Background: an optimization exercise with open tools, aiming at small area, a short achievable clock period and few clock cycles per item. Do not read the settings as production practice.
The RTL was checked by simulation tests, not by an equivalence proof against the original design.
No activity file was given, so power comes from the tool's default toggle rates.

==> flow/design.v <==
module ble_sync_correlator (
    input  wire [31:0] window,    
    input  wire [31:0] aa,
    output wire [4:0]  ge
);
    wire [31:0] d;
    genvar k;
    generate
        for (k = 0; k < 32; k = k + 1) begin : g_d
            assign d[k] = window[k] ^ aa[31 - k];
        end
    endgenerate
    wire [1:0] p [0:15];
    generate
        for (k = 0; k < 16; k = k + 1) begin : g_p
            assign p[k] = {d[2*k] & d[2*k+1], d[2*k] | d[2*k+1]};
        end
    endgenerate
    wire [3:0] q [0:7];
    generate
        for (k = 0; k < 8; k = k + 1) begin : g_q
            ble_therm_merge #(.W(2)) u_m (.a({3'd0, p[2*k]}), .b({3'd0, p[2*k+1]}), .c(q[k]));
        end
    endgenerate
    wire [4:0] o [0:3];
    generate
        for (k = 0; k < 4; k = k + 1) begin : g_o
            ble_therm_merge #(.W(5)) u_m (.a({1'b0, q[2*k]}), .b({1'b0, q[2*k+1]}), .c(o[k]));
        end
    endgenerate
    wire [4:0] h0, h1;
    ble_therm_merge #(.W(5)) u_h0 (.a(o[0]), .b(o[1]), .c(h0));
    ble_therm_merge #(.W(5)) u_h1 (.a(o[2]), .b(o[3]), .c(h1));
    ble_therm_merge #(.W(5)) u_t  (.a(h0), .b(h1), .c(ge));
endmodule
module ble_therm_merge #(parameter W = 5) (
    input  wire [4:0]   a,
    input  wire [4:0]   b,
    output wire [W-1:0] c
);
    wire [5:0] ax = {a, 1'b1};    
    wire [5:0] bx = {b, 1'b1};
    genvar n, i;
    generate
        for (n = 1; n <= W; n = n + 1) begin : g_n
            wire [n:0] t;
            for (i = 0; i <= n; i = i + 1) begin : g_i
                assign t[i] = ax[i] & bx[n - i];
            end
            assign c[n-1] = |t;
        end
    endgenerate
endmodule
module ble_rx_deframer (
    input  wire        clk,
    input  wire        rst,             
    input  wire [31:0] cfg_aa,
    input  wire        cfg_phy2m,       
    input  wire [5:0]  cfg_channel,
    input  wire        cfg_whiten,
    input  wire [23:0] cfg_crc_init,
    input  wire        bit_valid,
    input  wire        bit_data,
    input  wire        bit_last,
    output wire        bit_ready,
    output reg         pdu_valid,
    output wire [7:0]  pdu_data,
    output wire        res_valid,
    output wire [11:0] res_flags,
    output wire [15:0] res_sync_pos,
    output wire [31:0] res_aa,
    output wire [15:0] res_hdr,
    output wire [7:0]  res_pdu_len,
    output wire [23:0] res_crc,
    output wire [23:0] res_crc_rx,
    output wire [15:0] res_nbits
);
    reg         ready_r;
    reg         d0, nv, l0;
    reg  [47:1] hist;
    reg         hdr15;
    reg  [31:0] aa_r;
    reg         phy_r, wht_r;
    reg  [15:0] nbits, pos;
    reg         ev, hitr, synced, frozen;
    reg  [23:0] crc, sr;
    reg  [6:0]  wh;
    reg  [2:0]  bitcnt;
    reg         hb;
    reg  [7:0]  bc;
    reg         p_hdr, p_pay, p_crc, done;    
    reg         mism, fin;
    reg         rv_r, ge32_r, full_r;
    reg         u;                            
    reg  [4:0]  psum;                         
    reg         rst_d;                        
    reg         o_nsyn, o_f9, o_f8, o_hv, o_ok;  
    assign bit_ready = ready_r;
    wire take_in = bit_valid & ready_r;
    wire take = take_in;
    wire data = bit_data;
    wire last = bit_last;
    wire synced_any = synced | (hitr & ~rst_d);
    wire hdr_valid  = ~p_hdr;
    wire clr        = fin & ~done;
    assign res_valid = rv_r;
    wire start = rst | rv_r;
    wire full = full_r | (nbits[5] & (nbits[4] | (nbits[3] & ~phy_r)));
    wire [4:0] aa_ge;
    ble_sync_correlator u_corr (
        .window ({hist[31:1], d0}),
        .aa     (aa_r),
        .ge     (aa_ge)
    );
    wire       ge32   = ge32_r | nbits[5];
    wire       e_in   = (hist[31] ^ ~u) & ge32;
    wire       e_out  = ((phy_r ? hist[47] : hist[39]) ^ ~u) & full;
    wire       q      = aa_r[0] ^ ~u;
    wire [4:0] lpre   = phy_r ? 5'd16 : 5'd8;
    wire [4:0] pm     = q ? (lpre - psum) : psum;
    wire       hit    = (pm == 5'd0) ? ~aa_ge[4] :
                        (pm == 5'd1) ? ~aa_ge[3] :
                        (pm == 5'd2) ? ~aa_ge[2] :
                        (pm == 5'd3) ? ~aa_ge[1] :
                        (pm == 5'd4) ? ~aa_ge[0] : 1'b0;
    wire [4:0] psum_adj = (e_in & ~e_out) ? psum + 5'd1 :
                          (~e_in & e_out) ? psum - 5'd1 : psum;
    wire [15:0] nbits_inc, pos_inc;
    genvar gi;
    generate
        for (gi = 0; gi < 16; gi = gi + 1) begin : g_cnt
            assign nbits_inc[gi] = nbits[gi] ^ (take & ((gi == 0) | &nbits[(gi > 0 ? gi - 1 : 0):0]));
            assign pos_inc[gi]   = pos[gi] ^ ((ev & ~hitr) & ((gi == 0) | &pos[(gi > 0 ? gi - 1 : 0):0]));
        end
    endgenerate
    wire fbit     = nv & synced_any & ~done;
    wire dbit     = d0 ^ (wht_r & wh[0]);
    wire sin      = dbit & ~clr;
    wire byte_end = fbit & (bitcnt == 3'd7);
    wire [7:0] len = {hist[33], hist[34], hist[35], hist[36], hist[37], hist[38], hist[39], hist[40]};
    wire bc_eq    = (bc == len);
    wire bc_2     = (bc == 8'd2);
    wire in_pdu   = p_hdr | (p_pay & ~bc_eq);
    wire shift_en = (take | clr) & ~frozen & ~(hitr & nv);
    wire up_en    = synced_any ? ((fbit & p_hdr) | (clr & ~hdr_valid)) : shift_en;
    wire done_next = done | (byte_end & p_crc & bc_2);
    wire crc_fb  = crc[23] ^ dbit;
    wire crc_run = fbit & in_pdu;
    wire crc_sin = clr ? 1'b0 : (crc_run ? crc_fb : crc[23]);
    wire crc_tap = crc_run & crc_fb;
    wire synced_n = ~start & synced_any;
    wire done_n   = ~start & done_next;
    wire p_hdr_n  = start | (p_hdr & ~(byte_end & hb));
    wire mism_n   = (start | ~synced_any) ? 1'b0 :
                    (fbit & ~in_pdu) ? (mism | (crc[23] ^ dbit)) : mism;
    always @(posedge clk) begin
        aa_r  <= cfg_aa;
        o_nsyn <= ~synced_n;
        o_f9   <= ~synced_n | done_n;
        o_f8   <= ~(synced_n & done_n);
        o_hv   <= ~p_hdr_n;
        o_ok   <= done_n & ~mism_n;
        phy_r <= cfg_phy2m;
        wht_r <= cfg_whiten;
        if (rst)
            ready_r <= 1'b1;
        else if (take_in & bit_last)
            ready_r <= 1'b0;
        else if (res_valid)
            ready_r <= 1'b1;
        nv <= take & ~rst;
        l0 <= take & last & ~rst;
        if (take | clr)
            d0 <= data & ~clr;
        if (shift_en)
            hist[32:1] <= {hist[31:1], d0};
        if (up_en) begin
            hist[47:34] <= hist[46:33];
            hist[33]    <= synced_any ? sin : hist[32];
            hdr15       <= hist[47];
        end
        nbits  <= start ? 16'd0 : nbits_inc;
        u      <= ~start & (u ^ take);
        ge32_r <= ~start & ge32;
        full_r <= ~start & full;
        if (start | take)
            psum <= start ? 5'd0 : psum_adj;
        pos    <= (start | (clr & ~synced_any)) ? 16'd0 : pos_inc;
        ev     <= ~start & nv & full & ~synced_any;
        hitr   <= nv & full & ~synced_any & hit;
        rst_d  <= rst;
        synced <= synced_n;
        frozen <= ~start & (frozen | (synced_any & (take | clr | (hitr & nv))));
        if (~synced_any)
            wh <= {1'b1, cfg_channel};
        else if (fbit)
            wh <= {wh[5:0], wh[6] ^ wh[3]};
        if (~synced_any & ~clr)
            crc <= cfg_crc_init;
        else if (fbit | clr)
            crc <= {crc[22:0], crc_sin} ^ ({24{crc_tap}} & 24'h00065A);
        mism <= mism_n;
        if (fbit | clr)
            sr <= {sin, sr[23:1]};
        pdu_valid <= ~start & byte_end & in_pdu;
        if (start) begin
            p_hdr <= 1'b1;
            p_pay <= 1'b0;
            p_crc <= 1'b0;
            done  <= 1'b0;
        end else if (byte_end) begin
            if (p_hdr & hb) begin
                p_hdr <= 1'b0;
                p_pay <= 1'b1;
            end
            if (p_pay & bc_eq) begin
                p_pay <= 1'b0;
                p_crc <= 1'b1;
            end
            if (p_crc & bc_2) begin
                p_crc <= 1'b0;
                done  <= 1'b1;
            end
        end
        if (start | (nv & l0 & ~done)) begin
            bitcnt <= 3'd0;
            bc     <= 8'd0;
        end else if (clr) begin
            {bc[2:0], bitcnt} <= {bc[2:0], bitcnt} + 6'd1;
        end else if (~synced_any) begin
            bitcnt <= 3'd0;
            bc     <= 8'd0;
        end else if (fbit) begin
            bitcnt <= bitcnt + 3'd1;
            if (byte_end & ~p_hdr)
                bc <= (p_pay & bc_eq) ? 8'd1 : bc + 8'd1;
        end
        if (start | ~synced_any)
            hb <= 1'b0;
        else if (byte_end)
            hb <= 1'b1;
        rv_r <= ~start & ((((take & last) | (nv & l0 & ~done)) & done_next) |
                          (clr & (bc[2:0] == 3'd6) & (bitcnt == 3'd6)));
        if (start)
            fin <= 1'b0;
        else if (nv & l0 & ~done)
            fin <= 1'b1;
    end
    genvar g;
    generate
        for (g = 0; g < 32; g = g + 1) begin : g_aa
            assign res_aa[g] = hist[32 - g];
        end
        for (g = 1; g < 16; g = g + 1) begin : g_hdr
            assign res_hdr[g] = hist[48 - g];
        end
        for (g = 0; g < 24; g = g + 1) begin : g_crc
            assign res_crc[g] = crc[23 - g];
        end
    endgenerate
    assign res_hdr[0]   = hdr15;
    assign res_flags    = {synced, o_nsyn, o_f9, o_f8, 4'b0000, o_hv, synced, o_ok, o_ok};
    assign res_sync_pos = pos;
    assign res_pdu_len  = done ? len : {6'd0, hdr_valid, 1'b0};
    assign res_crc_rx   = sr;
    assign res_nbits    = nbits;
    assign pdu_data     = sr[23:16];
endmodule
clock: 8.5 ns
lec_check: 0
cap_margin: 20
core_margin: 2
core_utilization: 60
place_density: 0.75
slew_margin: 20
standard.sh (not shown) runs the stock make flow with config.mk's settings and CLKGATE_MAP_FILE= SYNTH_SCRIPT=/design/flow/synth_recipe.tcl, a recipe that flattens the netlist after the stock synthesis.
==> flow/flow/run.sh <==
#!/bin/bash
# Standard ORFS layout (the standard.sh) with: plain buf_1 cells as the
# port buffers, a larger setup margin for the resizer's timing repair, and a
# clock tree of clkbuf_8 buffers without dummy loads.
set -euo pipefail
cd "$(dirname "${BASH_SOURCE[0]}")/.."
export BUFFER_PORTS_ARGS="-buffer_cell sky130_fd_sc_hd__buf_1"
export SETUP_SLACK_MARGIN=5.6
export CTS_ARGS="-sink_clustering_enable -repair_clock_nets -dont_use_dummy_load -buf_list sky130_fd_sc_hd__clkbuf_8 -sink_clustering_size 16 -sink_clustering_max_diameter 60"
bash standard.sh > standard.log 2>&1
Testbench counts at the start, summed over its fixed seeds: cycles 147,147, bits 146,743.
Edit:
Settings changed: ABC_AREA set to 1, CORE_UTILIZATION 60 to 40, PLACE_DENSITY 0.75 to 0.6.
Synthesized area went up by 9.0%.
Clock-buffer cell count went up by 4.
Via count rises by 22%.
Power rose by 4.2%.
Clock power climbs by 13%.
Die area climbs by 61%.
Combinational power grows by about 4%.
Non-clock buffer count is lower by 3.
First-iteration DRC count grows by 22%.
Edit:
--- a/flow/flow/run.sh
+++ b/flow/flow/run.sh
@@ -8 +8 @@
-export SETUP_SLACK_MARGIN=5.6
+export SETUP_SLACK_MARGIN=5.45
Settings changed: ABC_AREA 1 to unset, CORE_UTILIZATION 40 to 60, PLACE_DENSITY 0.6 to 0.75.
The new run went through all stages and came out clean.
Worst setup slack improves by 15 ps.
First-iteration DRC count falls by about 17%.
Wire length came out lower by 19%.
Synthesized area fell by about 8%.
Die area came out lower by 38%.
Global-route usage goes up by 5.2 points.
Sequential share of layout area climbs by 5.8 points.
Design area drops by about 11%.

separate check: timing with driven ports:
In the flow no input, the clock included, has a driving cell. The finished layouts below were timed again as built, in two steps.
Step 1, drivers: a clkbuf_16 drives clk and a buf_2 each remaining input, both assumed.
Step 2 moves the port delays by t, midway between the first and last clock arrival at a register: inputs arrive t later, outputs are due t later. That takes back most of the time a late clock gives input paths.
Slacks: ideal / step 1 / step 2; pairs: ideal / step 1.
| run | shift t [ns] | setup WS [ns] | latest minus earliest clock arrival (ns) |
|---|---|---|---|
| the first run | 0.532 | 5.559 / 5.519 / 5.057 | 0.015 / 0.015 |
| the second run | 0.557 | 5.490 / 5.445 / 5.082 | 0.069 / 0.069 |
| the third run | 0.522 | 5.504 / 5.466 / 5.005 | 0.048 / 0.048 |
After both steps every run listed still meets setup and hold. The setup slack of the first run, which loses most, moves by -0.040 ns with the drivers and by -0.502 ns with both steps.
